What follows belongs to an exercise in optimizing a design on an open flow for small area, a short achievable clock period and few clock cycles per item; a production flow would make more cautious choices. In this exercise RTL edits were held to simulation tests only and were not proved equivalent to the original. No activity file was given, so power comes from the tool's default toggle rates.

## config.mk

```make
export PLATFORM = sky130hd
export DESIGN_NAME = bso_core
export DESIGN_NICKNAME = bso_core
export VERILOG_FILES = /design/flow/design.v
export SDC_FILE = /design/flow/constraint.sdc
export NUM_CORES = 8
export LEC_CHECK = 0
export CAP_MARGIN = 20
export CORE_MARGIN = 2
export CORE_UTILIZATION = 25
export CTS_CLUSTER_DIAMETER = 60
export CTS_CLUSTER_SIZE = 40
export PLACE_DENSITY = 0.35
export SLEW_MARGIN = 20
```

## constraint.sdc

```tcl
create_clock -name core_clock -period 12.0 [get_ports {clk}]
set_input_delay 2.4000 -clock core_clock [delete_from_list [all_inputs] [get_ports {clk}]]
set_output_delay 2.4000 -clock core_clock [all_outputs]
set_load 0.01 [all_outputs]
```

## design.v

```verilog
module rot_stage #(
    parameter SH  = 1,
    parameter INV = 0
) (
    input  wire [63:0] d,
    input  wire        s,
    input  wire        sn,
    output wire [63:0] q
);
    wire [63:0] p = {d[SH-1:0], d[63:SH]};
    genvar i;
    generate
        for (i = 0; i < 64; i = i + 1) begin : g_b
            if (INV) begin : g_inv
                assign q[i] = ~((sn | p[i]) & (s | d[i]));
            end else begin : g_pos
                assign q[i] = (s & p[i]) | (sn & d[i]);
            end
        end
    endgenerate
endmodule
module mask_lut (
    input  wire [63:0] x,
    input  wire [63:0] b,
    input  wire [5:0]  lo,      
    input  wire [6:0]  hi,      
    input  wire [3:0]  lut,     
    output wire [63:0] r
);
    genvar i;
    generate
        for (i = 0; i < 64; i = i + 1) begin : g_bit
            wire m  = (i >= lo) & (i < hi);
            wire xm = x[i] & m;
            assign r[i] = lut[{xm, b[i]}];
        end
    endgenerate
endmodule
module popcount_a (
    input  wire [63:0] v,
    output wire [15:0] p
);
    wire s1 = v[0] ^ v[10] ^ v[11];
    wire c2 = (v[0] & v[10]) | (v[0] & v[11]) | (v[10] & v[11]);
    wire s3 = v[12] ^ v[13] ^ v[14];
    wire c4 = (v[12] & v[13]) | (v[12] & v[14]) | (v[13] & v[14]);
    wire s5 = v[15] ^ v[16] ^ v[17];
    wire c6 = (v[15] & v[16]) | (v[15] & v[17]) | (v[16] & v[17]);
    wire s7 = v[18] ^ v[19] ^ v[1];
    wire c8 = (v[18] & v[19]) | (v[18] & v[1]) | (v[19] & v[1]);
    wire s9 = v[20] ^ v[21] ^ v[22];
    wire c10 = (v[20] & v[21]) | (v[20] & v[22]) | (v[21] & v[22]);
    wire s11 = v[23] ^ v[24] ^ v[25];
    wire c12 = (v[23] & v[24]) | (v[23] & v[25]) | (v[24] & v[25]);
    wire s13 = v[26] ^ v[27] ^ v[28];
    wire c14 = (v[26] & v[27]) | (v[26] & v[28]) | (v[27] & v[28]);
    wire s15 = v[29] ^ v[2] ^ v[30];
    wire c16 = (v[29] & v[2]) | (v[29] & v[30]) | (v[2] & v[30]);
    wire s17 = v[31] ^ v[32] ^ v[33];
    wire c18 = (v[31] & v[32]) | (v[31] & v[33]) | (v[32] & v[33]);
    wire s19 = v[34] ^ v[35] ^ v[36];
    wire c20 = (v[34] & v[35]) | (v[34] & v[36]) | (v[35] & v[36]);
    wire s21 = v[37] ^ v[38] ^ v[39];
    wire c22 = (v[37] & v[38]) | (v[37] & v[39]) | (v[38] & v[39]);
    wire s23 = v[3] ^ v[40] ^ v[41];
    wire c24 = (v[3] & v[40]) | (v[3] & v[41]) | (v[40] & v[41]);
    wire s25 = v[42] ^ v[43] ^ v[44];
    wire c26 = (v[42] & v[43]) | (v[42] & v[44]) | (v[43] & v[44]);
    wire s27 = v[45] ^ v[46] ^ v[47];
    wire c28 = (v[45] & v[46]) | (v[45] & v[47]) | (v[46] & v[47]);
    wire s29 = v[48] ^ v[49] ^ v[4];
    wire c30 = (v[48] & v[49]) | (v[48] & v[4]) | (v[49] & v[4]);
    wire s31 = v[50] ^ v[51] ^ v[52];
    wire c32 = (v[50] & v[51]) | (v[50] & v[52]) | (v[51] & v[52]);
    wire s33 = v[53] ^ v[54] ^ v[55];
    wire c34 = (v[53] & v[54]) | (v[53] & v[55]) | (v[54] & v[55]);
    wire s35 = v[56] ^ v[57] ^ v[58];
    wire c36 = (v[56] & v[57]) | (v[56] & v[58]) | (v[57] & v[58]);
    wire s37 = v[59] ^ v[5] ^ v[60];
    wire c38 = (v[59] & v[5]) | (v[59] & v[60]) | (v[5] & v[60]);
    wire s39 = v[61] ^ v[62] ^ v[63];
    wire c40 = (v[61] & v[62]) | (v[61] & v[63]) | (v[62] & v[63]);
    wire s41 = v[6] ^ v[7] ^ v[8];
    wire c42 = (v[6] & v[7]) | (v[6] & v[8]) | (v[7] & v[8]);
    wire s43 = v[9] ^ s1 ^ s11;
    wire c44 = (v[9] & s1) | (v[9] & s11) | (s1 & s11);
    wire s45 = s13 ^ s15 ^ s17;
    wire c46 = (s13 & s15) | (s13 & s17) | (s15 & s17);
    wire s47 = s19 ^ s21 ^ s23;
    wire c48 = (s19 & s21) | (s19 & s23) | (s21 & s23);
    wire s49 = s25 ^ s27 ^ s29;
    wire c50 = (s25 & s27) | (s25 & s29) | (s27 & s29);
    wire s51 = s3 ^ s31 ^ s33;
    wire c52 = (s3 & s31) | (s3 & s33) | (s31 & s33);
    wire s53 = s35 ^ s37 ^ s39;
    wire c54 = (s35 & s37) | (s35 & s39) | (s37 & s39);
    wire s55 = s41 ^ s5 ^ s7;
    wire c56 = (s41 & s5) | (s41 & s7) | (s5 & s7);
    wire s57 = s9 ^ s43 ^ s45;
    wire c58 = (s9 & s43) | (s9 & s45) | (s43 & s45);
    wire s59 = s47 ^ s49 ^ s51;
    wire c60 = (s47 & s49) | (s47 & s51) | (s49 & s51);
    wire s61 = s53 ^ s55 ^ s57;
    wire c62 = (s53 & s55) | (s53 & s57) | (s55 & s57);
    wire s63 = c10 ^ c12 ^ c14;
    wire c64 = (c10 & c12) | (c10 & c14) | (c12 & c14);
    wire s65 = c16 ^ c18 ^ c2;
    wire c66 = (c16 & c18) | (c16 & c2) | (c18 & c2);
    wire s67 = c20 ^ c22 ^ c24;
    wire c68 = (c20 & c22) | (c20 & c24) | (c22 & c24);
    wire s69 = c26 ^ c28 ^ c30;
    wire c70 = (c26 & c28) | (c26 & c30) | (c28 & c30);
    wire s71 = c32 ^ c34 ^ c36;
    wire c72 = (c32 & c34) | (c32 & c36) | (c34 & c36);
    wire s73 = c38 ^ c4 ^ c40;
    wire c74 = (c38 & c4) | (c38 & c40) | (c4 & c40);
    wire s75 = c42 ^ c6 ^ c8;
    wire c76 = (c42 & c6) | (c42 & c8) | (c6 & c8);
    wire s77 = c44 ^ c46 ^ c48;
    wire c78 = (c44 & c46) | (c44 & c48) | (c46 & c48);
    wire s79 = c50 ^ c52 ^ c54;
    wire c80 = (c50 & c52) | (c50 & c54) | (c52 & c54);
    wire s81 = c56 ^ s63 ^ s65;
    wire c82 = (c56 & s63) | (c56 & s65) | (s63 & s65);
    wire s83 = s67 ^ s69 ^ s71;
    wire c84 = (s67 & s69) | (s67 & s71) | (s69 & s71);
    wire s85 = s73 ^ s75 ^ c58;
    wire c86 = (s73 & s75) | (s73 & c58) | (s75 & c58);
    wire s87 = c60 ^ s77 ^ s79;
    wire c88 = (c60 & s77) | (c60 & s79) | (s77 & s79);
    wire s89 = c64 ^ c66 ^ c68;
    wire c90 = (c64 & c66) | (c64 & c68) | (c66 & c68);
    wire s91 = c70 ^ c72 ^ c74;
    wire c92 = (c70 & c72) | (c70 & c74) | (c72 & c74);
    wire s93 = c76 ^ c78 ^ c80;
    wire c94 = (c76 & c78) | (c76 & c80) | (c78 & c80);
    wire s95 = c82 ^ c84 ^ s89;
    wire c96 = (c82 & c84) | (c82 & s89) | (c84 & s89);
    assign p = {c96, c94, c92, c90, s95, s93, c88, c86, s91, s87, s85, c62, s83, s81, s61, s59};
endmodule
module popcount_b (
    input  wire [15:0] p,
    output wire [6:0]  card
);
    wire s97 = p[2] ^ p[3] ^ p[4];
    wire c98 = (p[2] & p[3]) | (p[2] & p[4]) | (p[3] & p[4]);
    wire s99 = p[5] ^ p[6] ^ s97;
    wire c100 = (p[5] & p[6]) | (p[5] & s97) | (p[6] & s97);
    wire s101 = p[10] ^ p[11] ^ p[7];
    wire c102 = (p[10] & p[11]) | (p[10] & p[7]) | (p[11] & p[7]);
    wire s103 = p[8] ^ p[9] ^ c98;
    wire c104 = (p[8] & p[9]) | (p[8] & c98) | (p[9] & c98);
    wire s105 = s101 ^ c100 ^ s103;
    wire c106 = (s101 & c100) | (s101 & s103) | (c100 & s103);
    wire s107 = p[12] ^ p[13] ^ p[14];
    wire c108 = (p[12] & p[13]) | (p[12] & p[14]) | (p[13] & p[14]);
    wire s109 = p[15] ^ c102 ^ s107;
    wire c110 = (p[15] & c102) | (p[15] & s107) | (c102 & s107);
    wire s111 = c104 ^ s109 ^ c106;
    wire c112 = (c104 & s109) | (c104 & c106) | (s109 & c106);
    wire s113 = c108 ^ c110 ^ c112;
    wire c114 = (c108 & c110) | (c108 & c112) | (c110 & c112);
    wire [6:0] sum = {1'b0, {c114, s113, s111, s105, s99, p[0]}} + {1'b0, {1'b0, 1'b0, 1'b0, 1'b0, 1'b0, p[1]}};
    assign card = sum[6:0];
endmodule
module first_last (
    input  wire [63:0] v,
    output wire [5:0]  lo,         
    output wire [5:0]  hi,         
    output wire        nonempty    
);
    function automatic [5:0] lsb_idx(input [63:0] x);
        integer k;
        reg       v1 [0:31]; reg [0:0] i1 [0:31];
        reg       v2 [0:15]; reg [1:0] i2 [0:15];
        reg       v3 [0:7];  reg [2:0] i3 [0:7];
        reg       v4 [0:3];  reg [3:0] i4 [0:3];
        reg       v5 [0:1];  reg [4:0] i5 [0:1];
        begin
            for (k = 0; k < 32; k = k + 1) begin
                v1[k] = x[2*k] | x[2*k+1]; i1[k] = ~x[2*k];
            end
            for (k = 0; k < 16; k = k + 1) begin
                v2[k] = v1[2*k] | v1[2*k+1];
                i2[k] = v1[2*k] ? {1'b0, i1[2*k]} : {1'b1, i1[2*k+1]};
            end
            for (k = 0; k < 8; k = k + 1) begin
                v3[k] = v2[2*k] | v2[2*k+1];
                i3[k] = v2[2*k] ? {1'b0, i2[2*k]} : {1'b1, i2[2*k+1]};
            end
            for (k = 0; k < 4; k = k + 1) begin
                v4[k] = v3[2*k] | v3[2*k+1];
                i4[k] = v3[2*k] ? {1'b0, i3[2*k]} : {1'b1, i3[2*k+1]};
            end
            for (k = 0; k < 2; k = k + 1) begin
                v5[k] = v4[2*k] | v4[2*k+1];
                i5[k] = v4[2*k] ? {1'b0, i4[2*k]} : {1'b1, i4[2*k+1]};
            end
            lsb_idx = v5[0] ? {1'b0, i5[0]} : {1'b1, i5[1]};
        end
    endfunction
    function automatic [63:0] rev(input [63:0] x);
        integer k;
        for (k = 0; k < 64; k = k + 1) rev[k] = x[63-k];
    endfunction
    assign lo       = lsb_idx(v);
    assign hi       = ~lsb_idx(rev(v));    
    assign nonempty = |v;
endmodule
module bso_core #(
    parameter W = 64
) (
    input  wire         clk,
    input  wire         rst,           
    input  wire         req_valid,
    input  wire [39:0]  cmd,
    input  wire [W-1:0] a,
    input  wire [W-1:0] b,
    output reg          rsp_valid,
    output wire [W-1:0] rset,
    output wire [15:0]  rcnt,
    output reg          rflag,
    output reg  [1:0]   err
);
    localparam NP = 16;                
    localparam [1:0] ERR_OK = 2'd0, ERR_EMPTY_SET = 2'd1,
                     ERR_INVALID_RANGE = 2'd2, ERR_ILLEGAL_OP = 2'd3;
    wire [5:0]  opc = cmd[5:0];
    wire [1:0]  rsv = cmd[7:6];
    wire [15:0] n1  = cmd[23:8];
    wire [15:0] n2  = cmd[39:24];
    wire go = req_valid & ~rst;
    localparam [3:0] F_AND = 4'b1000, F_OR = 4'b1110, F_XOR = 4'b0110,
                     F_NOTX = 4'b0011, F_CLR = 4'b0100, F_X = 4'b1100,
                     F_BNX = 4'b0010;
    reg [3:0] f;
    reg       rot_r, rot_l, mk_shl, mk_shr, mk_ext, shift_op, test_op;
    reg       c_clz, c_ctz, c_card, c_min, c_max;
    reg       legal;
    always @(*) begin
        f = 4'b0000;
        rot_r = 1'b0; rot_l = 1'b0; mk_shl = 1'b0; mk_shr = 1'b0; mk_ext = 1'b0;
        shift_op = 1'b0; test_op = 1'b0;
        c_clz = 1'b0; c_ctz = 1'b0; c_card = 1'b0; c_min = 1'b0; c_max = 1'b0;
        legal = 1'b1;
        case (opc)
            6'h00, 6'h21:                 f = F_AND;
            6'h01, 6'h09, 6'h20, 6'h30:   f = F_OR;
            6'h02, 6'h0A, 6'h23, 6'h31:   f = F_XOR;
            6'h03, 6'h24:                 f = F_NOTX;
            6'h08, 6'h22, 6'h2F:          f = F_CLR;
            6'h04: begin f = F_X;   rot_l = 1'b1; mk_shl = 1'b1; shift_op = 1'b1; end
            6'h2B: begin f = F_OR;  rot_l = 1'b1; mk_shl = 1'b1; shift_op = 1'b1; end
            6'h05: begin f = F_X;   rot_r = 1'b1; mk_shr = 1'b1; shift_op = 1'b1; end
            6'h2C: begin f = F_AND; rot_r = 1'b1; mk_shr = 1'b1; shift_op = 1'b1; end
            6'h06: begin f = F_X;   rot_l = 1'b1; end
            6'h2D: begin f = F_CLR; rot_l = 1'b1; end
            6'h07: begin f = F_X;   rot_r = 1'b1; end
            6'h2E: begin f = F_XOR; rot_r = 1'b1; end
            6'h0B, 6'h32: begin f = F_X; rot_r = 1'b1; mk_ext = 1'b1; end
            6'h0C, 6'h33: c_clz = 1'b1;
            6'h0D, 6'h34: c_ctz = 1'b1;
            6'h27: c_card = 1'b1;
            6'h29: c_min = 1'b1;
            6'h2A: c_max = 1'b1;
            6'h25: begin f = F_CLR; test_op = 1'b1; end
            6'h26: begin f = F_BNX; test_op = 1'b1; end
            6'h28: begin f = F_X;   test_op = 1'b1; end
            default: legal = 1'b0;
        endcase
        if (rsv != 2'b00) legal = 1'b0;
    end
    wire n1big = |n1[15:6];                                
    wire nbig  = (|n1[15:7]) | (|n2[15:7]);                
    wire [3:0] f_ok = f & {4{legal}};
    wire [3:0] lut1 = (shift_op & n1big) ? {f_ok[1:0], f_ok[1:0]} : f_ok;
    wire [5:0] n1lo = n1[5:0];
    wire [5:0] ramt = rot_r ? n1lo : rot_l ? (6'd0 - n1lo) : 6'd0;
    wire [5:0] lo1  = mk_shl ? n1lo : 6'd0;
    wire [6:0] hi1  = mk_shr ? (7'd64 - {1'b0, n1lo}) :
                      mk_ext ? n2[6:0] : 7'd64;          
    reg          v1_q;
    reg [W-1:0]  a_q, b_q;
    reg [5:0]    rs_q, rsn_q;              
    reg [5:0]    lo_q;
    reg [6:0]    hi_q;
    reg [3:0]    lut_q;
    reg          ext_q, big_q, n1b6_q, ill_q, test1_q;
    reg          card1_q, clz_q, ctz_q, min_q, max_q;
    always @(posedge clk) begin
        v1_q    <= go;
        a_q     <= a;
        b_q     <= b;
        rs_q    <= ramt;
        rsn_q   <= ~ramt;
        lo_q    <= lo1;
        hi_q    <= hi1;
        lut_q   <= lut1;
        ext_q   <= legal & mk_ext;
        big_q   <= nbig;
        n1b6_q  <= n1[6];
        ill_q   <= ~legal;
        test1_q <= legal & test_op;
        card1_q <= legal & c_card;
        clz_q   <= legal & c_clz;
        ctz_q   <= legal & c_ctz;
        min_q   <= legal & c_min;
        max_q   <= legal & c_max;
    end
    wire [7:0] rsum = {1'b0, n1b6_q, rs_q} + {1'b0, hi_q};
    wire bad_q = ext_q & (big_q | rsum[7] | (rsum[6] & (|rsum[5:0])));
    wire [W-1:0] rb [0:6];
    assign rb[0] = a_q;
    genvar j;
    generate
        for (j = 0; j < 6; j = j + 1) begin : g_rb
            rot_stage #(.SH(1 << j), .INV(1)) st (
                .d(rb[j]), .s(rs_q[j]), .sn(rsn_q[j]), .q(rb[j+1]));
        end
    endgenerate
    wire [W-1:0] x = rb[6];                
    wire [W-1:0] rn2;
    mask_lut ml (.x(x), .b(b_q), .lo(lo_q), .hi(hi_q), .lut(~(lut_q & {4{~bad_q}})), .r(rn2));
    wire [5:0] fl_lo, fl_hi;
    wire       nonempty;
    first_last fl (.v(a_q), .lo(fl_lo), .hi(fl_hi), .nonempty(nonempty));
    wire [6:0] clz = nonempty ? {1'b0, ~fl_hi} : 7'd64;
    wire [6:0] ctz = nonempty ? {1'b0, fl_lo}  : 7'd64;
    wire [6:0] cv2 = ({7{clz_q}} & clz)
                   | ({7{ctz_q}} & ctz)
                   | ({7{min_q & nonempty}} & {1'b0, fl_lo})
                   | ({7{max_q & nonempty}} & {1'b0, fl_hi});
    wire empty = (min_q | max_q) & ~nonempty;
    wire [NP-1:0] pc2;
    popcount_a pca (.v(a_q), .p(pc2));
    reg          v2_q;
    reg [W-1:0]  rn_q;
    reg [6:0]    cv_q;
    reg [NP-1:0] pc_q;
    reg          card_q, test_q;
    reg [1:0]    err2_q;
    always @(posedge clk) begin
        v2_q   <= v1_q & ~rst;               
        rn_q   <= rn2;
        cv_q   <= cv2;
        pc_q   <= pc2;
        card_q <= card1_q;
        test_q <= test1_q;
        err2_q <= ill_q ? ERR_ILLEGAL_OP : bad_q ? ERR_INVALID_RANGE :
                  empty ? ERR_EMPTY_SET : ERR_OK;
    end
    wire g3 = v2_q & ~rst;                   
    wire [6:0] card;
    popcount_b pcb (.p(pc_q), .card(card));
    wire [W-1:0] rset_d  = ~(rn_q | {W{~(g3 & ~test_q)}});
    wire         rflag_d = g3 & test_q & (&rn_q);
    wire [6:0]   rcnt_d  = {7{g3}} & (card_q ? card : cv_q);
    wire [1:0]   err_d   = {2{g3}} & err2_q;
    reg [W-1:0] rset_q;
    reg [6:0]   rcnt_q;
    always @(posedge clk) begin
        rsp_valid <= g3;
        rset_q    <= rset_d;
        rcnt_q    <= rcnt_d;
        rflag     <= rflag_d;
        err       <= err_d;
    end
    assign rset = rset_q;
    assign rcnt = {9'd0, rcnt_q};
endmodule
```

## flow/run.sh

```bash
#!/bin/bash
# Standard layout, with plain buffers (sky130_fd_sc_hd__buf_1) on the ports
# instead of the delay buffers buffer_ports picks by default, and timing
# repair aimed at a 3.4 ns period (setup margin 8.6 ns on the 12 ns clock).
set -euo pipefail
export BUFFER_PORTS_ARGS="-buffer_cell sky130_fd_sc_hd__buf_1"
export SETUP_SLACK_MARGIN=8.6
bash standard.sh > standard.log 2>&1
```

## standard.sh

```bash
#!/bin/bash
# synth_recipe.tcl (not shown) runs the flow's synth.tcl, then flattens the netlist and writes it again
# the make line also repeats each setting of config.mk as NAME=value (left out here)
make -C /OpenROAD-flow-scripts/flow DESIGN_CONFIG=/design/flow/config.mk WORK_HOME=/design/flow/orfs CLKGATE_MAP_FILE= SYNTH_SCRIPT=/design/flow/synth_recipe.tcl "${@:-finish}"
```

==> flow_summary.ini, run 1 <==
[drt]
final_antenna_net_count = 0
wl_um = 71140
post_drt_wl_per_cell_um = 24.74
dr_total_vias = 15316
avgViaCountPerCell = 5.325
dr.first_iter.drc_count = 1091
drt_pre_antenna_iters = 5
remaining_drc_errors = 0

[floorplanning]
coreArea_um2 = 67160
placement_rows = 95
total_die_area_um2 = 69930
ioPinCount = 255
initial_core_util_pct = 25.25
die_height_um = 264.4
die_w_um = 264.4

[clock_tree]
postCtsHoldBufs = 0
numCtsBuffers = 30
tritoncts = yes
clk_transition_reported_paths_ns = 0.10
clock_tree.htree_level_count = 1
cts.root.buffer_cell = clkbuf_16
worstSkewPairLatency_ns = 0.67
clock_path_buffers = 3
cts_sinks = 335

[placement]
routabilityCongestion = 0.9101
io_buffer_count = 245
place.detailed.hpwl_um = 53480
placed_cell_area_um2 = 18570

[setup_path]
critPathBufInv = 1
worst-endpoint-required_ns = 9.60
maximum_fanout_encountered_on_the_critical_timing_path = 1
slowest_delay_ns = 0.35
r2r-end = cv_q[1]$_DFF_P_
r2r_slack_ns = 8.71
critical-path-top-delay-family = flip-flops
worst_path_max_delay_cell = dfxtp_2
worst_ep_arrival_time_ns = 1.13
critical_path.startpoint_type = flop
cp_cell_sequence = buf_6
cp-end-kind = output pin
critical_path.reg2reg.startpoint = a_q[31]$_DFF_P_
critPathKind = reg2out
r2r.worst_path.cells = 7

[global_routing]
grt_pass1_vias = 14909
globalRoute.totalOverflow = 0
global_route.usage.total_pct = 19.00
grt_max_degree = 67
global_route_wire_length_before_repair_um = 100300
grt_antenna_before_repair = 1

[cells_and_area]
drive_gt1_share_pct = 17.47
ant_diodes = 0
area_growth_syn_to_fin_pct = 22.60
nets = 2234
post-route-cell-area_um2 = 20790

[timing]
fin_tns_setup_ns = 0
grt_setup_unrepaired = yes
period_minus_slack_ns = 3.528
setup_violations = 0
timing.slew.headroom_pct = 23.78
hold_viol_final = 0
finalMaxSlewViolations = 0
fin_crit_sh_pct = 29.40
highest_clock_rate_mhz = 283.5
timing_worst_slew_pin_value_ns = 1.135
timing.clock.skew_ns = 0.07581

[job]
cap_violations = 0

[synth]
postSynthAreaPerCell_um2 = 9.322
yosys_warnings = 22
synth.top_cells.by_area = dfxtp_1 (40%), o22ai_1 (14%), mux4_2 (8.5%)
seq_area_frac_synth_pct = 39.55
ys_ff_latch = 335
synth-edff-count = 0
ys_async_sr_fraction_pct = 0
synth_top_area_share_pct = 39.55
synthDominantAreaCellType = dfxtp_1
netlist_area_um2 = 16960
synth_ff_type = dfxtp_1
netlist_instances = 1819
yosysUniqueCellTypes = 71

[power_and_ir_drop]
p_per_area_nw_per_um2 = 155.6
worst_ir_drop_vdd_mv = 0.1395
total_leakage_power_nw = 7.702

[worst_hold_path]
timing.hold.worst_endpoint = test_q$_DFF_P_
hp-class = reg2reg
hold_path_startpoint = test1_q$_DFF_P_
hold_crit_depth = 0

[outcome]
outcome = no timing/DRC/antenna violations
## Yosys cell counts (12+ instances only)
cell type / count
nand4_1: 25
fa_1: 58
nor2_1: 155
a31oi_1: 12
mux4_2: 64
o22ai_1: 386
inv_1: 111
nor2b_1: 12
buf_2: 15
dfxtp_1: 335
mux2i_1: 14
a211oi_1: 16
nor4_1: 12
a21oi_1: 51
nand2_1: 94
clkbuf_1: 101
nand2b_1: 12
ha_1: 26
nand3_1: 30
o21ai_0: 43
nor3_1: 28
buf_1: 35
a221oi_1: 24
## registers in the layout, indices dropped and copies added, names as in the netlist, 2 cells and up
| register | count |
|---|---|
| rs_q | 6 |
| hi_q | 7 |
| cv_q | 7 |
| rn_q | 64 |
| lut_q | 4 |
| rsn_q | 6 |
| err | 2 |
| b_q | 64 |
| lo_q | 6 |
| err2_q | 2 |
| rcnt_q | 7 |
| a_q | 64 |
| pc_q | 16 |
| rset_q | 64 |
## worst max-delay path by stage
| stage | start | to | slack, ns | cells past startpoint |
|---|---|---|---|---|
| detailed placement | cmd[2] | rs_q[3]$_DFF_P_ | 7.32 | 8 |
| finish | rset_q[4]$_DFF_P_ | rset[4] | 8.47 | 1 |
| floorplan | cmd[1] | rs_q[4]$_DFF_P_ | 8.36 | 10 |
| global route | rset_q[46]$_DFF_P_ | rset[46] | 8.43 | 1 |
| CTS | rset_q[4]$_DFF_P_ | rset[4] | 8.43 | 1 |
| global placement | cmd[2] | rsn_q[2]$_DFF_P_ | 7.37 | 7 |
## kinds of logic (layout without fill, tap and decap cells)
kind of cell | Yosys count | count (layout) | synth area share (%)
adders and majority gates | 84 | 84 | 8.766
buffers and inverters | 271 | 447 | 6.309
other | 1 | 9 | 0.02211
xor gates and xnor gates | 9 | 9 | 0.4649
AOI/OAI and AO/OA | 613 | 613 | 23.47
DFF | 335 | 335 | 39.55
and+or+nand+nor | 427 | 427 | 12.03
muxes | 79 | 79 | 9.393
## power by group
group	switching [mW]	total (mW)	internal, mW
clock	0.568	1.10	0.531
combinational	0.521	0.891	0.369
sequential	0.0725	1.25	1.17
total	1.16	3.24	2.07
## per-stage QoR
step / hold WS (ns) / worst slack, ns / utilization, % / power (mW) / cells
finish: 0.3331 / 8.472 / 30.96 / 3.235 / 2876
global route: 0.3371 / 8.427 / 30.96 / 3.420 / 2876
CTS: 0.3328 / 8.428 / 30.11 / 3.275 / 2861
detailed placement: 0.3164 / 7.322 / 27.65 / 2.161 / 2801
global placement: 0.3148 / 7.365 / 27.65 / 2.163 / 2801
floorplan: 0.3096 / 8.356 / - / 1.827 / 1827
## placed cells by master, fill, tap and decap left out, drive strengths merged, types with 7 or more instances in the layout
cell,n
clkbuf,42
xnor2,7
nor3,29
dfxtp,335
nand4,25
and2,12
nand2b,12
nor3b,7
a31oi,12
conb,9
o31ai,9
o21ai,43
nor2,155
buf,268
a21oi,51
mux4,64
a22o,7
and3,9
nand3,30
a221oi,24
nor2b,13
mux2i,14
a211oi,16
clkinv,11
fa,58
o22ai,386
or2,13
a21o,9
inv,123
nor4,13
nand2,95
ha,26
## per-layer routing
layer | global-route usage (%) | part of all wire [%] | up-vias
li1 | - | - | 7170
met1 | 26.12 | 46 | 7609
met2 | 31.75 | 48 | 469
met3 | 2.359 | 4.6 | 66
met4 | 4.361 | 2.1 | 2
met5 | 0 | 0.018 | -
## timing repair
| item | 4_1_cts | 5_1_grt |
|---|---|---|
| buffers inserted | 2 | 6 |
| gates cloned | 2 | 9 |
| gates resized for setup | 160 | 88 |
| pin swaps | 2 | 2 |
| hold endpoints to repair | 0 | 0 |
| setup endpoints to repair | 176 | 161 |
## layout make-up
cell class / instances / area (um2)
fill: 7040 / 46370
multi-input combinational: 1221 / 9370
sequential: 335 / 6800
timing repair buffer: 280 / 1911
tap: 873 / 1092
clock buffer: 32 / 778.2
inverter: 111 / 434.2
clock inverter: 24 / 404.1
Testbench counts, summed over its fixed seeds: cycles 64,032, items 64,000.
==> inputs of run 2 (changes only) <==
--- a/config.mk
+++ b/config.mk
@@ -8,7 +8,7 @@
 export CAP_MARGIN = 20
 export CORE_MARGIN = 2
 export CORE_UTILIZATION = 25
-export CTS_CLUSTER_DIAMETER = 60
-export CTS_CLUSTER_SIZE = 40
+export CTS_CLUSTER_DIAMETER = 80
+export CTS_CLUSTER_SIZE = 24
 export PLACE_DENSITY = 0.35
 export SLEW_MARGIN = 20
==> run 2 against run 1 <==
Net effect:
- cell area fell by 1.8%
- global-route usage is essentially flat
- sequential power barely moved
- critical path type unchanged
- routed wire length is 0.72% lower
- fmax is 2.0% higher
- combinational power decreased by 0.6%
- power decreased by 7.8%
- setup slack better by 0.068 ns
- non-clock buffer count is 1 higher
==> flow_summary.ini, run 2 <==
[synth]
seq_area_frac_synth_pct = 39.55
ys_async_sr_fraction_pct = 0
ys_ff_latch = 335
netlist_instances = 1819
synthDominantAreaCellType = dfxtp_1
synth_top_area_share_pct = 39.55
synth_ff_type = dfxtp_1
netlist_area_um2 = 16960
yosys-top-cells-count = o22ai_1 (386), dfxtp_1 (335), nor2_1 (155)
yosys_warnings = 22
synth.top_cells.by_area = dfxtp_1 (40%), o22ai_1 (14%), mux4_2 (8.5%)
postSynthAreaPerCell_um2 = 9.322
yosysUniqueCellTypes = 71
yosys.cell_count.top_type = o22ai_1
synth-edff-count = 0

[clock_tree]
clk_transition_reported_paths_ns = 0.09
tritoncts = yes
postCtsHoldBufs = 0
numCtsBuffers = 23
cts.root.buffer_cell = clkbuf_16
cts_sinks = 335
clock_path_buffers = 3
worstSkewPairLatency_ns = 0.60
clock_tree.htree_level_count = 1

[worst_hold_path]
hold_path_startpoint = test1_q$_DFF_P_
hold_crit_depth = 0
timing.hold.worst_endpoint = test_q$_DFF_P_
hp-class = reg2reg

[timing]
timing.slew.headroom_pct = 25.29
grt_setup_unrepaired = yes
period_minus_slack_ns = 3.460
timing_worst_slew_pin_value_ns = 1.121
timing.clock.skew_ns = 0.03662
setup_violations = 0
highest_clock_rate_mhz = 289.0
fin_crit_sh_pct = 28.83
timing.hold.ws_ns = 0.3353
fin_tns_setup_ns = 0
hold_viol_final = 0
finalMaxSlewViolations = 0

[floorplanning]
die_height_um = 264.4
total_die_area_um2 = 69930
ioPinCount = 255
coreArea_um2 = 67160
initial_core_util_pct = 25.25
placement_rows = 95
die_w_um = 264.4

[power_and_ir_drop]
totalPowerFinal_mw = 2.984
p_per_area_nw_per_um2 = 146.2
total_leakage_power_nw = 7.519
worst_ir_drop_vdd_mv = 0.1390

[drt]
final_antenna_net_count = 0
wl_um = 70630
dr.first_iter.drc_count = 1156
post_drt_wl_per_cell_um = 24.69
remaining_drc_errors = 0
dr_total_vias = 15188
drt_pre_antenna_iters = 5
avgViaCountPerCell = 5.309

[setup_path]
critPathKind = reg2out
critical_path.startpoint_type = flop
worst_ep_arrival_time_ns = 1.06
r2r_slack_ns = 8.65
worst-endpoint-required_ns = 9.60
cp-startpoint = rset_q[13]$_DFF_P_
cp_cell_sequence = buf_6
maximum_fanout_encountered_on_the_critical_timing_path = 1
slowest_delay_ns = 0.36
r2r-end = cv_q[1]$_DFF_P_
r2r.worst_path.cells = 7
critPathBufInv = 1
critical-path-top-delay-family = flip-flops
worst_path_max_delay_cell = dfxtp_2
critical_path.reg2reg.startpoint = a_q[31]$_DFF_P_
cp-end-kind = output pin

[global_routing]
grt_antenna_before_repair = 3
grt_max_degree = 67
global_route_wire_length_before_repair_um = 100000
global_route.usage.total_pct = 18.98
globalRoute.totalOverflow = 0
grt_pass1_vias = 14884

[cells_and_area]
drive_gt1_share_pct = 17.05
final_util_pct = 30.39
ant_diodes = 0
post-route-cell-area_um2 = 20410
nets = 2228
area_growth_syn_to_fin_pct = 20.35
mostFrequentLayoutCell = o22ai_1
most-common-layout-cells = o22ai_1 (386), dfxtp_1 (274), buf_1 (164)

[placement]
place.detailed.hpwl_um = 53480
io_buffer_count = 245
placed_cell_area_um2 = 18570
routabilityCongestion = 0.9101

[job]
cap_violations = 0

[outcome]
outcome = no timing/DRC/antenna violations
## run 2: cell counts after synthesis
No cell type changed its count.
## run 2: layer usage
| layer | GRT usage [%] | wire, um | share of wire (%) | vias up |
|---|---|---|---|---|
| met5 | 0 | 13 | 0.018 | - |
| met3 | 2.202 | 3280 | 4.6 | 62 |
| li1 | - | - | - | 7134 |
| met1 | 26.08 | 32290 | 46 | 7507 |
| met2 | 31.83 | 33550 | 48 | 483 |
| met4 | 4.407 | 1489 | 2.1 | 2 |
## run 2: per-stage QoR
step / setup slack, ns / cells
2_1_floorplan: 8.356 / 1827
4_1_cts: 8.486 / 2846
3_3_place_gp: 7.365 / 2801
6_report: 8.540 / 2861
3_5_place_dp: 7.322 / 2801
5_1_grt: 8.490 / 2861
## run 2: repair_timing
item / 4_1_cts / 5_1_grt
resized for setup: 167 / 86
pin swaps: 3 / 4
endpoints found under the hold margin: 0 / 0
cloned: 2 / 7
setup endpoints to repair: 187 / 156
buffers inserted: 3 / 8
## run 2: how the worst max path moves through the flow
stage / to / slack, ns / depth (start not counted)
2_1_floorplan: rs_q[4]$_DFF_P_ / 8.36 / 10
3_3_place_gp: rsn_q[2]$_DFF_P_ / 7.37 / 7
3_5_place_dp: rs_q[3]$_DFF_P_ / 7.32 / 8
4_1_cts: rset[13] / 8.49 / 1
5_1_grt: rset[13] / 8.49 / 1
6_report: rset[13] / 8.54 / 1
## run 2: layout make-up
cell class / instances / area, um2
clock inverters: 15 / 197.7
inverters: 111 / 434.2
fillers: 7055 / 46750
well taps: 873 / 1092
flip-flops and latches: 335 / 6800
multi-input cells: 1221 / 9405
clock buffers: 25 / 593.1
repair buffers: 281 / 1886
## run 2: report_power, final
part           total, mW  internal [mW]  switching (mW)
Sequential          1.25           1.17          0.0722
Combinational      0.886          0.368           0.518
Clock              0.852          0.387           0.465
Total               2.98           1.93            1.06
## run 2: cells by family after synthesis
logic type               count (synthesis)  share of synthesized area, %
AO/OA/AOI/OAI                          613                         23.47
XOR/XNOR                                 9                        0.4649
adder cells (fa/ha/maj)                 84                         8.766
buffers and inverters                  271                         6.309
flip-flops                             335                         39.55
multiplexers                            79                         9.393
other                                    1                       0.02211
AND/OR/NAND/NOR                        427                         12.03
==> inputs of run 3 (changes only) <==
--- a/config.mk
+++ b/config.mk
@@ -7,8 +7,8 @@
 export LEC_CHECK = 0
 export CAP_MARGIN = 20
 export CORE_MARGIN = 2
-export CORE_UTILIZATION = 25
-export CTS_CLUSTER_DIAMETER = 80
-export CTS_CLUSTER_SIZE = 24
-export PLACE_DENSITY = 0.35
+export CORE_UTILIZATION = 55
+export CTS_CLUSTER_DIAMETER = 100
+export CTS_CLUSTER_SIZE = 30
+export PLACE_DENSITY = 0.65
 export SLEW_MARGIN = 20
==> run 3 against run 2 <==
Net effect:
- still clean on timing, DRC and antenna
- synthesized area stayed put
- register-to-register slack better by 0.10 ns
- sequential share of layout area is 2.3 points higher
- global-route usage is 13 points higher
- clock skew is 0.0098 ns lower
- die area is 54% lower
- fmax is 2.2% higher
- routed wire length is 23% lower
==> flow_summary.ini, run 3 <==
[placement]
placedCellCount = 2319
place.detailed.hpwl_um = 41280
placed_cell_area_um2 = 17930
io_buffer_count = 245
routabilityCongestion = 0.9910
worst_setup_slack_before_clock_tree_synthesis_ns = 7.494

[clock_tree]
cts.root.buffer_cell = clkbuf_16
cts_sinks = 335
clock_tree.htree_level_count = 1
clk_transition_reported_paths_ns = 0.10
worstSkewPairLatency_ns = 0.53
numCtsBuffers = 16
tritoncts = yes
clock_path_buffers = 3

[global_routing]
grt_antenna_before_repair = 0
grt_pass1_vias = 14030
global_route.usage.total_pct = 32.09
global_route_wire_length_before_repair_um = 81500
globalRoute.totalOverflow = 0
grt_max_degree = 66

[drt]
avgViaCountPerCell = 6.500
remaining_drc_errors = 0
final_antenna_net_count = 0
post_drt_wl_per_cell_um = 23.05
dr_total_vias = 15302
drt_pre_antenna_iters = 6
dr.first_iter.drc_count = 1521
wl_um = 54260

[synth]
netlist_area_um2 = 16960
seq_area_frac_synth_pct = 39.55
yosysUniqueCellTypes = 71
postSynthAreaPerCell_um2 = 9.322
synthDominantAreaCellType = dfxtp_1
yosys-top-cells-count = o22ai_1 (386), dfxtp_1 (335), nor2_1 (155)
ys_async_sr_fraction_pct = 0
yosys_warnings = 22
synth_ff_type = dfxtp_1
synth-edff-count = 0
ys_ff_latch = 335
netlist_instances = 1819
yosys.cell_count.top_type = o22ai_1
synth_top_area_share_pct = 39.55
synth.top_cells.by_area = dfxtp_1 (40%), o22ai_1 (14%), mux4_2 (8.5%)

[power_and_ir_drop]
netSwitchingPower_uw = 910.4
seqPwrFrac_pct = 46.0
totalPowerFinal_mw = 2.707
switching_share_pct = 33.63
combinationalPowerShare_pct = 30.5
worst_ir_drop_vdd_mv = 0.2848
power.share.clock_pct = 23.5
total_leakage_power_nw = 7.150
p_per_area_nw_per_um2 = 142.5
power.internal_mw = 1.797

[timing]
finalMaxSlewViolations = 0
fin_tns_setup_ns = 0
highest_clock_rate_mhz = 295.5
final_critical_path_setup_slack_ns = 8.616
period_minus_slack_ns = 3.384
setup_violations = 0
hold_viol_final = 0
fin_crit_sh_pct = 28.20
timing.hold.ws_ns = 0.3208
timing.slew.headroom_pct = 30.93
timing.clock.skew_ns = 0.02683
grt_setup_unrepaired = yes
timing_worst_slew_pin_value_ns = 1.036

[setup_path]
critPathBufInv = 1
r2r-end = cv_q[3]$_DFF_P_
critical_path.startpoint_type = flop
cp-end-kind = output pin
worst_path_max_delay_cell = dfxtp_1
critPathKind = reg2out
cp_cell_sequence = buf_6
slowest_delay_ns = 0.36
critical_path.reg2reg.startpoint = a_q[43]$_DFF_P_
worst-endpoint-required_ns = 9.60
worst_ep_arrival_time_ns = 0.98
r2r.worst_path.cells = 10
maximum_fanout_encountered_on_the_critical_timing_path = 1
critical-path-top-delay-family = flip-flops
r2r_slack_ns = 8.75

[job]
cap_violations = 0

[cells_and_area]
fin_cells = 2354
mostFrequentLayoutCell = o22ai_1
drive_gt1_share_pct = 13.80
final_util_pct = 62.28
n_fill_cell = 2643
nets = 2209
post-route-cell-area_um2 = 19000
most-common-layout-cells = o22ai_1 (386), dfxtp_1 (301), buf_1 (172)
area_growth_syn_to_fin_pct = 12.06

[floorplanning]
die_height_um = 179.6
total_die_area_um2 = 32250
ioPinCount = 255
initial_core_util_pct = 55.58
coreArea_um2 = 30510
die_w_um = 179.6
placement_rows = 64

[worst_hold_path]
hold_crit_depth = 0
timing.hold.worst_endpoint = card_q$_DFF_P_
hp-class = reg2reg
hold_path_startpoint = card1_q$_DFF_P_

[outcome]
outcome = no timing/DRC/antenna violations
run 3: cell counts after synthesis:
No cell type changed its count.
run 3: repair_timing:
| item | in CTS | in global routing |
|---|---|---|
| hold buffers | 0 | 0 |
| setup buffers | 5 | 8 |
| pin swaps | 3 | 6 |
| hold endpoints to repair | 0 | 0 |
| setup endpoints to repair | 198 | 127 |
| cloned | 0 | 0 |
| gates resized for setup | 76 | 84 |
run 3: worst max path at each step:
stage | from | to | cells past startpoint
after global routing | cmd[3] | rsn_q[2]$_DFF_P_ | 7
after global placement | cmd[2] | rsn_q[2]$_DFF_P_ | 7
final | rset_q[50]$_DFF_P_ | rset[50] | 1
after detailed placement | cmd[2] | rsn_q[2]$_DFF_P_ | 7
after floorplan | cmd[1] | rs_q[4]$_DFF_P_ | 10
after CTS | hi_q[2]$_DFF_P_ | rn_q[21]$_DFF_P_ | 10
run 3: final cells by class:
class,count,area [um2],area share (%)
antenna,1,2.502,0.01317
clock buffer,17,425.4,2.239
clock inverter,4,62.56,0.3292
inverter,111,436.7,2.298
multi-input combinational,1221,9374,49.33
sequential,335,6766,35.61
tap,396,495.5,2.607
timing repair buffer,269,1439,7.572
run 3: kinds of logic (layout without fill, tap and decap cells):
group	count (synthesis)	count (layout)	synth area share (%)
xor gates and xnor gates	9	9	0.4649
other	1	10	0.02211
AOI/OAI and AO/OA	613	613	23.47
and+or+nand+nor	427	427	12.03
DFF	335	335	39.55
adders and majority gates	84	84	8.766
muxes	79	79	9.393
buffers and inverters	271	401	6.309
run 3: routing by layer:
metal | vias to the layer above | GRT usage, % | part of all wire, %
met2 | 815 | 55.48 | 49
met1 | 7235 | 40.93 | 39
met4 | 0 | 14.34 | 5.6
met5 | - | 0 | 0
met3 | 164 | 3.120 | 6.3
li1 | 7088 | - | -
run 3: power groups by stage:
stage / logic, mW / registers, mW / clock network (mW)
final: 0.825 / 1.25 / 0.636
after global routing: 0.912 / 1.25 / 0.682
after CTS: 0.821 / 1.25 / 0.645
after detailed placement: 0.804 / 1.28 / 0
after global placement: 0.789 / 1.28 / 0
after floorplan: 0.597 / 1.23 / 0
==> inputs of run 4 (changes only) <==
--- a/config.mk
+++ b/config.mk
@@ -7,8 +7,8 @@
 export LEC_CHECK = 0
 export CAP_MARGIN = 20
 export CORE_MARGIN = 2
-export CORE_UTILIZATION = 55
+export CORE_UTILIZATION = 50
 export CTS_CLUSTER_DIAMETER = 100
 export CTS_CLUSTER_SIZE = 30
-export PLACE_DENSITY = 0.65
+export PLACE_DENSITY = 0.6
 export SLEW_MARGIN = 20
==> run 4 against run 3 <==
Net effect:
- sequential share of layout area down 0.081 points
- synthesized cell count unchanged
- still clean
- critical path type unchanged
- register-to-register slack about the same
==> flow_summary.ini, run 4 <==
[outcome]
outcome = no timing/DRC/antenna violations

[synth]
yosys.cell_count.top_type = o22ai_1
synth-edff-count = 0
synth_top_area_share_pct = 39.55
synth-simple-area-share_pct = 12.03
post_synth_xor_area_fraction_pct = 0.4648
netlist_area_um2 = 16960
ys_ff_latch = 335
yosys-top-cells-count = o22ai_1 (386), dfxtp_1 (335), nor2_1 (155)
synth_fa_ha_area_share_pct = 8.766
yosys_warnings = 22
synth_top_family_by_area = compound AO/OA/AOI/OAI gates
seq_area_frac_synth_pct = 39.55
synth_ff_type = dfxtp_1
synth.top_cells.by_area = dfxtp_1 (40%), o22ai_1 (14%), mux4_2 (8.5%)
ys_async_sr_fraction_pct = 0
postSynthAreaPerCell_um2 = 9.322
synthDominantAreaCellType = dfxtp_1
netlist_instances = 1819
synthesized_area_fraction_occupied_by_ao_oa_aoi_and_oai_cells_pct = 23.47
yosysUniqueCellTypes = 71
yosys-mux-area-fraction_pct = 9.393

[placement]
worst_setup_slack_before_clock_tree_synthesis_ns = 7.420
placed_cell_area_um2 = 18000
placedCellCount = 2371
routabilityCongestion = 1.001
io_buffer_count = 245
place.detailed.hpwl_um = 43430

[global_routing]
grt_pass1_vias = 14083
global_route.usage.total_pct = 30.61
globalRoute.totalOverflow = 0
grt_max_degree = 66
global_route_wire_length_before_repair_um = 83230
grt_antenna_before_repair = 0

[job]
cap_violations = 0

[setup_path]
critPathBufInv = 1
worst-endpoint-required_ns = 9.60
worst_ep_arrival_time_ns = 0.98
worst_path_max_delay_cell = dfxtp_1
critical_path.reg2reg.startpoint = a_q[26]$_DFF_P_
critical_path_depth = 1
cp-end-kind = output pin
critPathKind = reg2out
cp_cell_sequence = clkbuf_2
critical-path-top-delay-family = flip-flops
cp-startpoint = rset_q[37]$_DFF_P_
maximum_fanout_encountered_on_the_critical_timing_path = 1
critical_path.startpoint_type = flop
slowest_delay_ns = 0.33
r2r.worst_path.cells = 9

[timing]
grt_setup_unrepaired = yes
setup_violations = 0
final_critical_path_setup_slack_ns = 8.621
hold_viol_final = 0
timing.slew.headroom_pct = 24.10
highest_clock_rate_mhz = 295.9
fin_crit_sh_pct = 28.16
finalMaxSlewViolations = 0
timing_worst_slew_pin_value_ns = 1.130
timing.clock.skew_ns = 0.01998
fin_tns_setup_ns = 0
period_minus_slack_ns = 3.379

[clock_tree]
cts.root.buffer_cell = clkbuf_16
tritoncts = yes
worstSkewPairLatency_ns = 0.53
clock_tree.htree_level_count = 1
numCtsBuffers = 15
cts_sinks = 335
clock_path_buffers = 3
clk_transition_reported_paths_ns = 0.10

[cells_and_area]
nets = 2211
area_growth_syn_to_fin_pct = 12.37
ant_diodes = 0
post-route-cell-area_um2 = 19060
mostFrequentLayoutCell = o22ai_1
drive_gt1_share_pct = 14.45
fin_cells = 2407
most-common-layout-cells = o22ai_1 (386), dfxtp_1 (296), buf_1 (164)

[drt]
wl_um = 56330
final_antenna_net_count = 0
dr_total_vias = 15159
post_drt_wl_per_cell_um = 23.40
avgViaCountPerCell = 6.298
dr.first_iter.drc_count = 1366
drt_pre_antenna_iters = 5
remaining_drc_errors = 0

[floorplanning]
total_die_area_um2 = 35400
initial_core_util_pct = 50.70
die_w_um = 188.2
ioPinCount = 255
coreArea_um2 = 33450
die_height_um = 188.2
placement_rows = 67

[worst_hold_path]
hp-class = reg2reg
hold_crit_depth = 0
hold_path_startpoint = test1_q$_DFF_P_

[power_and_ir_drop]
p_per_area_nw_per_um2 = 143.4
total_leakage_power_nw = 7.186
worst_ir_drop_vdd_mv = 0.4140
totalPowerFinal_mw = 2.732
## run 4: cell counts after synthesis
No cell type changed its count.
## run 4: per-layer routing
layer  vias to the layer above  part of all wire (%)  track usage [%]
met5                         -                     0                0
met1                      7224                    39            37.23
met2                       702                    50            53.75
met4                         0                   6.0            15.78
met3                       149                   5.5            3.163
li1                       7084                     -                -
## run 4: report_power, final
group	total [mW]	internal, mW	switching (mW)
sequential	1.25	1.17	0.0765
clock	0.577	0.235	0.343
combinational	0.904	0.365	0.539
## run 4: cell families (layout without fill, tap and decap cells)
group                      count (synthesis)  after routing
AOI/OAI and AO/OA                        613            613
xor gates and xnor gates                   9              9
adders and majority gates                 84             84
buffers and inverters                    271            403
DFF                                      335            335
muxes                                     79             79
other                                      1              9
and+or+nand+nor                          427            427
## run 4: final cells by class
type	instances	area [um2]
Clock inverter	5	42.54
Fill cell	2998	14390
Clock buffer	15	375.4
Timing Repair Buffer	272	1504
Sequential cell	335	6770
Tap cell	448	560.5
Multi-Input combinational cell	1221	9366
Inverter	111	436.7
## run 4: repair_timing
item,4_1_cts,5_1_grt
buffers inserted,6,10
pin swaps,2,5
hold buffers,0,0
endpoints found under the setup margin,218,132
gates cloned,0,0
gates resized for setup,96,95
## run 4: metrics by stage
stage	hold WS, ns	util [%]
after floorplan	0.3096	-
after global placement	0.3151	53.81
after detailed placement	0.3135	53.81
after CTS	0.3386	55.92
after global routing	0.3432	56.97
final	0.3378	56.97
## run 4: worst paths after layout
| check | slack (ns) | endpoint |
|---|---|---|
| max reg2reg | 8.75 | cv_q[1]$_DFF_P_ |
| min reg2reg | 0.34 | test_q$_DFF_P_ |
| max | 8.62 | rset[37] |
| min | 0.34 | test_q$_DFF_P_ |
==> inputs of run 5 (changes only) <==
--- a/config.mk
+++ b/config.mk
@@ -7,8 +7,8 @@
 export LEC_CHECK = 0
 export CAP_MARGIN = 20
 export CORE_MARGIN = 2
-export CORE_UTILIZATION = 50
+export CORE_UTILIZATION = 40
 export CTS_CLUSTER_DIAMETER = 100
 export CTS_CLUSTER_SIZE = 30
-export PLACE_DENSITY = 0.6
+export PLACE_DENSITY = 0.5
 export SLEW_MARGIN = 20
==> run 5 against run 4 <==
Net effect:
- still clean
- setup slack worse by 0.017 ns
- final cell count up 4.0%
- via count down 0.53%
- clock power up 9.7%
- critical path depth unchanged
- fmax down 0.51%
- critical path type unchanged
- largest cell class unchanged
==> flow_summary.ini, run 5 <==
[setup_path]
cp-startpoint = rset_q[20]$_DFF_P_
worst_ep_arrival_time_ns = 1.00
cp-end-kind = output pin
critPathBufInv = 1
cp_cell_sequence = buf_6
r2r_slack_ns = 8.80
critical_path.startpoint_type = flop
worst-endpoint-required_ns = 9.60
slowest_delay_ns = 0.35
r2r.worst_path.cells = 10
critical_path_depth = 1
worst_path_max_delay_cell = dfxtp_2
worstSetupEndpoint = rset[20]
r2r-end = rcnt_q[5]$_DFF_P_
critical-path-top-delay-family = flip-flops
critPathKind = reg2out
maximum_fanout_encountered_on_the_critical_timing_path = 1
critical_path.reg2reg.startpoint = pc_q[3]$_DFF_P_

[synth]
ys_ff_latch = 335
yosys-top-cells-count = o22ai_1 (386), dfxtp_1 (335), nor2_1 (155)
synth.top_cells.by_area = dfxtp_1 (40%), o22ai_1 (14%), mux4_2 (8.5%)
synthDominantAreaCellType = dfxtp_1
yosys_warnings = 22
netlist_instances = 1819
synth_top_area_share_pct = 39.55
ys_async_sr_fraction_pct = 0
seq_area_frac_synth_pct = 39.55
synth_ff_type = dfxtp_1
postSynthAreaPerCell_um2 = 9.322
synth-edff-count = 0
yosys.cell_count.top_type = o22ai_1
yosysUniqueCellTypes = 71
netlist_area_um2 = 16960

[clock_tree]
clock_path_buffers = 3
cts_sinks = 335
tritoncts = yes
worstSkewPairLatency_ns = 0.54
clk_transition_reported_paths_ns = 0.11
numCtsBuffers = 16
cts.root.buffer_cell = clkbuf_16
postCtsHoldBufs = 0
clock_tree.htree_level_count = 1

[cells_and_area]
n_fill_cell = 4135
nets = 2215
post-route-cell-area_um2 = 19280
drive_gt1_share_pct = 14.31
fin_cells = 2503
most-common-layout-cells = o22ai_1 (386), dfxtp_1 (298), buf_1 (164)
multi_input_comb_area_um2 = 9364
mostFrequentLayoutCell = o22ai_1
final_util_pct = 46.07
seqCellArea_um2 = 6763
ant_diodes = 0
area_growth_syn_to_fin_pct = 13.69

[placement]
worst_setup_slack_before_clock_tree_synthesis_ns = 7.391
placed_cell_area_um2 = 18150
routabilityCongestion = 0.9544
placedCellCount = 2467
io_buffer_count = 245
place.detailed.hpwl_um = 47840

[timing]
timing.hold.ws_ns = 0.3390
fin_crit_sh_pct = 28.30
grt_setup_unrepaired = yes
timing_worst_slew_pin_value_ns = 1.147
period_minus_slack_ns = 3.396
hold_viol_final = 0
fin_tns_setup_ns = 0
highest_clock_rate_mhz = 294.4
timing.slew.headroom_pct = 22.92
finalMaxSlewViolations = 0
timing.clock.skew_ns = 0.03742
setup_violations = 0
final_critical_path_setup_slack_ns = 8.604

[global_routing]
global_route_wire_length_before_repair_um = 90320
grt_pass1_vias = 14482
global_route.usage.total_pct = 27.00
grt_antenna_before_repair = 0
globalRoute.totalOverflow = 0
grt_max_degree = 67

[floorplanning]
die_w_um = 209.9
ioPinCount = 255
total_die_area_um2 = 44060
coreArea_um2 = 41850
initial_core_util_pct = 40.52
placement_rows = 75
die_height_um = 209.9

[outcome]
outcome = no timing/DRC/antenna violations

[drt]
dr.first_iter.drc_count = 1444
post_drt_wl_per_cell_um = 24.39
remaining_drc_errors = 0
wl_um = 61060
dr_total_vias = 15078
drt_pre_antenna_iters = 5
final_antenna_net_count = 0
avgViaCountPerCell = 6.024

[power_and_ir_drop]
total_leakage_power_nw = 7.240
p_per_area_nw_per_um2 = 140.9
worst_ir_drop_vdd_mv = 0.2050
totalPowerFinal_mw = 2.716

[job]
cap_violations = 0

[worst_hold_path]
hold_crit_depth = 0
hp-class = reg2reg
-- run 5: layer usage --
metal  up-vias  global-route usage (%)  wire [um]
met5         -                       0          0
met2       547                   47.43      30270
li1       7087                       -          -
met1      7329                   33.93      25040
met4         0                   11.67       3021
met3       115                   2.514       2723
-- run 5: cells by family (layout without fill, tap and decap cells) --
kind of cell	count (synthesis)	count (layout)	synth area share [%]
simple gates	427	427	12.03
buf+inv	271	408	6.309
fa+ha+maj	84	84	8.766
other cells	1	9	0.02211
mux	79	79	9.393
flops	335	335	39.55
xor+xnor	9	9	0.4649
compound gates	613	613	23.47
-- run 5: how the worst min path moves through the flow --
stage	start	endpoint	slack, ns
after detailed placement	card1_q$_DFF_P_	card_q$_DFF_P_	0.32
after global placement	card1_q$_DFF_P_	card_q$_DFF_P_	0.31
after floorplan	card1_q$_DFF_P_	card_q$_DFF_P_	0.31
after CTS	card1_q$_DFF_P_	card_q$_DFF_P_	0.34
after global routing	card1_q$_DFF_P_	card_q$_DFF_P_	0.35
final	card1_q$_DFF_P_	card_q$_DFF_P_	0.34
-- run 5: cell type report --
type                       instances  share of cell area [%]
clock buffer                      18                   2.226
tap                              539                   3.498
timing repair buffer             275                   8.028
sequential                       335                   35.08
clock inverter                     4                  0.3375
multi-input combinational       1221                   48.57
inverter                         111                   2.265
-- run 5: timing repair --
item                                    CTS  global route
endpoints found under the hold margin     0             0
setup buffers                             5             9
endpoints found under the setup margin  173           158
pin swaps                                 3             5
resized for setup                       133            45
-- run 5: power by group --
part	switching (mW)	leakage (nW)	internal [mW]	total, mW
logic	0.484	4.23	0.354	0.838
registers	0.0706	2.78	1.17	1.25
clock network	0.365	0.235	0.268	0.633
==> inputs of run 6 (changes only) <==
--- a/config.mk
+++ b/config.mk
@@ -7,8 +7,8 @@
 export LEC_CHECK = 0
 export CAP_MARGIN = 20
 export CORE_MARGIN = 2
-export CORE_UTILIZATION = 40
+export CORE_UTILIZATION = 45
 export CTS_CLUSTER_DIAMETER = 100
 export CTS_CLUSTER_SIZE = 30
-export PLACE_DENSITY = 0.5
+export PLACE_DENSITY = 0.55
 export SLEW_MARGIN = 20
==> run 6 against run 5 <==
Net effect:
- clock power shrank 1%
- non-clock buffer count decreased by 4
- first-iteration DRC count is 10% higher
- via count shrank 0.46%
- combinational power shrank 1%
- worst hold slack gained 0.0013 ns
- fmax is essentially flat
- critical endpoint is now rset[41]
- highest routed layer unchanged
==> flow_summary.ini, run 6 <==
[outcome]
outcome = no timing/DRC/antenna violations

[global_routing]
grt_use_met1_pct = 36.72
grt_antenna_before_repair = 0
globalRoute.totalOverflow = 0
global_route.usage.total_pct = 28.88
use_met2_pct = 50.06
grt_max_degree = 67
layer_with_the_highest_usage = met2
global_route.usage.met3_pct = 2.640
global_route_wire_length_before_repair_um = 85680
grt_pass1_vias = 13963

[cells_and_area]
area_growth_syn_to_fin_pct = 13.14
multi_input_comb_area_um2 = 9359
seqCellArea_um2 = 6766
n_fill_cell = 3555
final_util_pct = 51.30
most-common-layout-cells = o22ai_1 (386), dfxtp_1 (297), buf_1 (164)
mostFrequentLayoutCell = o22ai_1
nets = 2211
drive_gt1_share_pct = 14.34

[synth]
ys_async_sr_fraction_pct = 0
synth_ff_type = dfxtp_1
yosysUniqueCellTypes = 71
synthDominantAreaCellType = dfxtp_1
yosys.cell_count.top_type = o22ai_1
netlist_area_um2 = 16960
synth.top_cells.by_area = dfxtp_1 (40%), o22ai_1 (14%), mux4_2 (8.5%)
synth-edff-count = 0
yosys_warnings = 22
ys_ff_latch = 335
synth_top_area_share_pct = 39.55
postSynthAreaPerCell_um2 = 9.322
netlist_instances = 1819
yosys-top-cells-count = o22ai_1 (386), dfxtp_1 (335), nor2_1 (155)
seq_area_frac_synth_pct = 39.55

[drt]
final_antenna_net_count = 0
dr.first_iter.drc_count = 1595
avgViaCountPerCell = 6.069
remaining_drc_errors = 0
wl_um = 57760
post_drt_wl_per_cell_um = 23.36
drt_pre_antenna_iters = 6
dr_total_vias = 15009

[power_and_ir_drop]
total_leakage_power_nw = 7.215
worst_ir_drop_vdd_mv = 0.2493
p_per_area_nw_per_um2 = 140.7

[setup_path]
critical_path.reg2reg.startpoint = rs_q[0]$_DFF_P_
critical-path-top-delay-family = flip-flops
cp_cell_sequence = buf_6
critPathBufInv = 1
worst_path_max_delay_cell = dfxtp_2
critPathKind = reg2out
cp-end-kind = output pin
critical_path.startpoint_type = flop
worst_ep_arrival_time_ns = 1.00
r2r_slack_ns = 8.72
r2r-end = rn_q[29]$_DFF_P_
worst-endpoint-required_ns = 9.60
r2r.worst_path.cells = 10
slowest_delay_ns = 0.34
maximum_fanout_encountered_on_the_critical_timing_path = 1

[clock_tree]
clk_transition_reported_paths_ns = 0.11
cts_sinks = 335
cts.root.buffer_cell = clkbuf_16
worstSkewPairLatency_ns = 0.54
postCtsHoldBufs = 0
clock_tree.htree_level_count = 1
numCtsBuffers = 16
tritoncts = yes
clock_path_buffers = 3

[placement]
routabilityCongestion = 0.9892
place.detailed.hpwl_um = 44730
io_buffer_count = 245

[timing]
highest_clock_rate_mhz = 294.5
setup_violations = 0
fin_tns_setup_ns = 0
timing.slew.headroom_pct = 30.73
period_minus_slack_ns = 3.396
grt_setup_unrepaired = yes
hold_viol_final = 0
timing_worst_slew_pin_value_ns = 1.039
timing.clock.skew_ns = 0.02818
fin_crit_sh_pct = 28.30
finalMaxSlewViolations = 0

[floorplanning]
ioPinCount = 255
coreArea_um2 = 37400
placement_rows = 71
total_die_area_um2 = 39250
initial_core_util_pct = 45.34
die_w_um = 198.1
die_height_um = 198.1

[worst_hold_path]
timing.hold.worst_endpoint = test_q$_DFF_P_
hold_crit_depth = 0
hp-class = reg2reg
hold_path_startpoint = test1_q$_DFF_P_

[job]
cap_violations = 0
## run 6: cells by family (layout without fill, tap and decap cells)
kind of cell	after synthesis	count (layout)	synth area share [%]
muxes	79	79	9.393
AOI/OAI and AO/OA	613	613	23.47
DFF	335	335	39.55
other	1	11	0.02211
buffers and inverters	271	404	6.309
xor gates and xnor gates	9	9	0.4649
adders and majority gates	84	84	8.766
and+or+nand+nor	427	427	12.03
## run 6: stage by stage
step | hold slack (ns) | instances | worst slack [ns] | total power [mW] | instance area, um2
floorplan | 0.3096 | 1827 | 8.356 | 1.827 | 17110
global placement | 0.3126 | 2436 | 7.440 | 2.087 | 18090
detailed placement | 0.3207 | 2436 | 7.436 | 2.093 | 18100
CTS | 0.3478 | 2464 | 8.579 | 2.717 | 18920
global route | 0.3566 | 2471 | 8.553 | 2.843 | 19180
finish | 0.3404 | 2473 | 8.604 | 2.699 | 19190
## run 6: worst max path at each step
stage                            start  depth (start not counted)                to  slack (ns)
floorplan                       cmd[1]                         10   rs_q[4]$_DFF_P_        8.36
global placement                cmd[2]                          8   rs_q[3]$_DFF_P_        7.44
detailed placement              cmd[2]                          7  rsn_q[2]$_DFF_P_        7.44
CTS                 rset_q[43]$_DFF_P_                          1          rset[43]        8.58
global route         rset_q[7]$_DFF_P_                          1           rset[7]        8.55
finish              rset_q[41]$_DFF_P_                          1          rset[41]        8.60
## run 6: area by class of cell
| cell class | instances | area share (%) |
|---|---|---|
| inverter | 111 | 2.276 |
| clock inverter | 6 | 0.4109 |
| clock buffer | 16 | 2.087 |
| tap | 511 | 3.332 |
| antenna | 2 | 0.02609 |
| sequential | 335 | 35.27 |
| timing repair buffer | 271 | 7.819 |
| multi-input combinational | 1221 | 48.78 |
## run 6: worst register-to-register path: cells and delay by family (launching register included)
kind,cells,cell delay (ns)
buffers and inverters,2,0.40
multiplexers,1,0.62
flip-flops,1,0.37
AO/OA/AOI/OAI,7,1.76
## run 6: what timing repair did
item	CTS	global route
pin swaps	3	3
buffers inserted	6	7
resized for setup	126	51
endpoints found under the setup margin	173	145
## run 6: where the power goes
group / total (mW) / switching (mW) / internal [mW]
sequential: 1.24 / 0.0705 / 1.17
clock: 0.625 / 0.367 / 0.258
combinational: 0.829 / 0.475 / 0.353
## run 6: layer usage
| layer | vias to the layer above | share of wire [%] | wire (um) |
|---|---|---|---|
| met5 | - | 0 | 0 |
| li1 | 7079 | - | - |
| met2 | 600 | 49 | 28570 |
| met4 | 0 | 4.6 | 2682 |
| met1 | 7227 | 41 | 23670 |
| met3 | 103 | 4.9 | 2835 |
==> inputs of run 7 (changes only) <==
==> flow/run.sh (replaced) <==
#!/bin/bash
# Standard layout, with plain buffers (sky130_fd_sc_hd__buf_1) on the ports
# instead of the delay buffers buffer_ports picks by default, and timing
# repair aimed at a 3.3 ns period (setup margin 8.7 ns on the 12 ns clock).
set -euo pipefail
export BUFFER_PORTS_ARGS="-buffer_cell sky130_fd_sc_hd__buf_1"
export SETUP_SLACK_MARGIN=8.7
bash standard.sh > standard.log 2>&1
--- a/config.mk
+++ b/config.mk
@@ -7,8 +7,8 @@
 export LEC_CHECK = 0
 export CAP_MARGIN = 20
 export CORE_MARGIN = 2
-export CORE_UTILIZATION = 45
+export CORE_UTILIZATION = 40
 export CTS_CLUSTER_DIAMETER = 100
 export CTS_CLUSTER_SIZE = 30
-export PLACE_DENSITY = 0.55
+export PLACE_DENSITY = 0.5
 export SLEW_MARGIN = 20
==> run 7 against run 6 <==
Net effect:
- critical path depth unchanged
- die area increased by 12%
- non-clock buffer count is 18 higher
- synthesized cell count unchanged
- combinational power grew 11%
- fmax decreased by 0.53%
- sequential cell count did not move
- clock skew is 0.0056 ns lower
- setup slack got worse by 0.018 ns
==> flow_summary.ini, run 7 <==
[floorplanning]
coreArea_um2 = 41850
initial_core_util_pct = 40.52
die_w_um = 209.9
placement_rows = 75
die_height_um = 209.9

[synth]
yosys.cell_count.top_type = o22ai_1
seq_area_frac_synth_pct = 39.55
ys_async_sr_fraction_pct = 0
yosys_warnings = 22
netlist_area_um2 = 16960
synth_ff_type = dfxtp_1
synth.top_cells.by_area = dfxtp_1 (40%), o22ai_1 (14%), mux4_2 (8.5%)
synth_top_area_share_pct = 39.55

[cells_and_area]
nets = 2229
mostFrequentLayoutCell = o22ai_1
final_util_pct = 46.81
area_growth_syn_to_fin_pct = 15.54
drive_gt1_share_pct = 16.27
ant_diodes = 0

[setup_path]
critPathBufInv = 1
critPathKind = reg2out
critical_path_depth = 1
r2r.worst_path.cells = 10
cp-end-kind = output pin
worst_path_max_delay_cell = dfxtp_2
critical-path-top-delay-family = flip-flops
cp_cell_sequence = buf_6
critical_path.startpoint_type = flop
maximum_fanout_encountered_on_the_critical_timing_path = 1
worst-endpoint-required_ns = 9.60

[global_routing]
grt_pass1_vias = 14596
globalRoute.totalOverflow = 0
grt_antenna_before_repair = 0
global_route_wire_length_before_repair_um = 90480
grt_max_degree = 67
use_met2_pct = 46.31
grt_use_met1_pct = 35.13
global_route.usage.total_pct = 27.00
global_route.usage.met3_pct = 2.738

[drt]
post_drt_wl_per_cell_um = 24.23
remaining_drc_errors = 0
avgViaCountPerCell = 6.040
wl_um = 61010
dr_total_vias = 15208

[placement]
routabilityCongestion = 0.9715
io_buffer_count = 245
place.detailed.hpwl_um = 46870
worst_setup_slack_before_clock_tree_synthesis_ns = 7.347

[job]
cap_violations = 0

[timing]
period_minus_slack_ns = 3.414
finalMaxSlewViolations = 0
timing.clock.skew_ns = 0.02255
grt_setup_unrepaired = yes
highest_clock_rate_mhz = 292.9
setup_violations = 0
fin_tns_setup_ns = 0
timing.slew.headroom_pct = 27.85

[clock_tree]
clock_path_buffers = 3
clk_transition_reported_paths_ns = 0.11
tritoncts = yes
cts.root.buffer_cell = clkbuf_16
clock_tree.htree_level_count = 1
numCtsBuffers = 16
postCtsHoldBufs = 0
cts_sinks = 335

[worst_hold_path]
hold_crit_depth = 0
hp-class = reg2reg

[power_and_ir_drop]
totalPowerFinal_mw = 2.813
p_per_area_nw_per_um2 = 143.6
total_leakage_power_nw = 7.369

[outcome]
outcome = no timing/DRC/antenna violations
run 7: cell counts after synthesis:
Identical to the previous run, type by type.
run 7: path summary, 6_finish.rpt:
kind	start	end	slack (ns)
max	rset_q[48]$_DFF_P_	rset[48]	8.59
max reg2reg	pc_q[2]$_DFF_P_	rcnt_q[5]$_DFF_P_	8.81
min reg2reg	test1_q$_DFF_P_	test_q$_DFF_P_	0.33
min	test1_q$_DFF_P_	test_q$_DFF_P_	0.33
run 7: power by group:
| part | leakage, nW | internal, mW | switching (mW) |
|---|---|---|---|
| Clock | 0.249 | 0.275 | 0.375 |
| Combinational | 4.34 | 0.394 | 0.525 |
| Sequential | 2.78 | 1.17 | 0.0698 |
| Total | 7.37 | 1.84 | 0.970 |
run 7: final cells by class:
class	count	area (um2)	area share (%)
Clock buffer	18	439.2	2.242
Clock inverter	5	66.31	0.3385
Inverter	111	446.7	2.280
Multi-Input combinational cell	1221	9435	48.16
Sequential cell	335	6782	34.61
Tap cell	539	674.4	3.442
Timing Repair Buffer	289	1749	8.928
run 7: cells by family after synthesis:
family / count (synthesis) / share of synthesized area [%]
AND/OR/NAND/NOR: 427 / 12.03
XOR/XNOR: 9 / 0.4649
adder cells (fa/ha/maj): 84 / 8.766
other: 1 / 0.02211
multiplexers: 79 / 9.393
AO/OA/AOI/OAI: 613 / 23.47
flip-flops: 335 / 39.55
buffers and inverters: 271 / 6.309
run 7: per-stage QoR:
| step | std cells | cell area, um2 |
|---|---|---|
| 2_1_floorplan | 1827 | 17170 |
| 3_3_place_gp | 2469 | 18170 |
| 3_5_place_dp | 2469 | 18170 |
| 4_1_cts | 2508 | 19230 |
| 5_1_grt | 2518 | 19590 |
| 6_report | 2518 | 19590 |
run 7: timing repair:
action | 4_1_cts | 5_1_grt
pin swaps | 11 | 14
endpoints found under the hold margin | 0 | 0
endpoints found under the setup margin | 192 | 228
gates cloned | 0 | 1
buffers inserted | 16 | 9
resized for setup | 162 | 72
run 7: metal layers:
metal  wire length, um  up-vias
met5                 0        -
met4              2581        0
met3              3166      100
met2             29650      595
met1             25610     7395
li1                  -     7118
run 7: worst register-to-register path, stage by stage (launching register included):
cell and delay [ns]:
dfxtp_1 0.33, fa_1 0.44, fa_1 0.46, fa_2 0.35, fa_1 0.39, inv_1 0.09
fa_2 0.48, nor3b_2 0.25, xnor2_1 0.15, mux2i_1 0.09, nor2_1 0.09

Setup slack of run 7, layout unchanged: 8.586 ns with ideal ports, 8.527 ns with driving cells assumed (clock clkbuf_16, inputs buf_2), 8.035 ns with port delays also shifted by the 0.593 ns mid clock arrival.
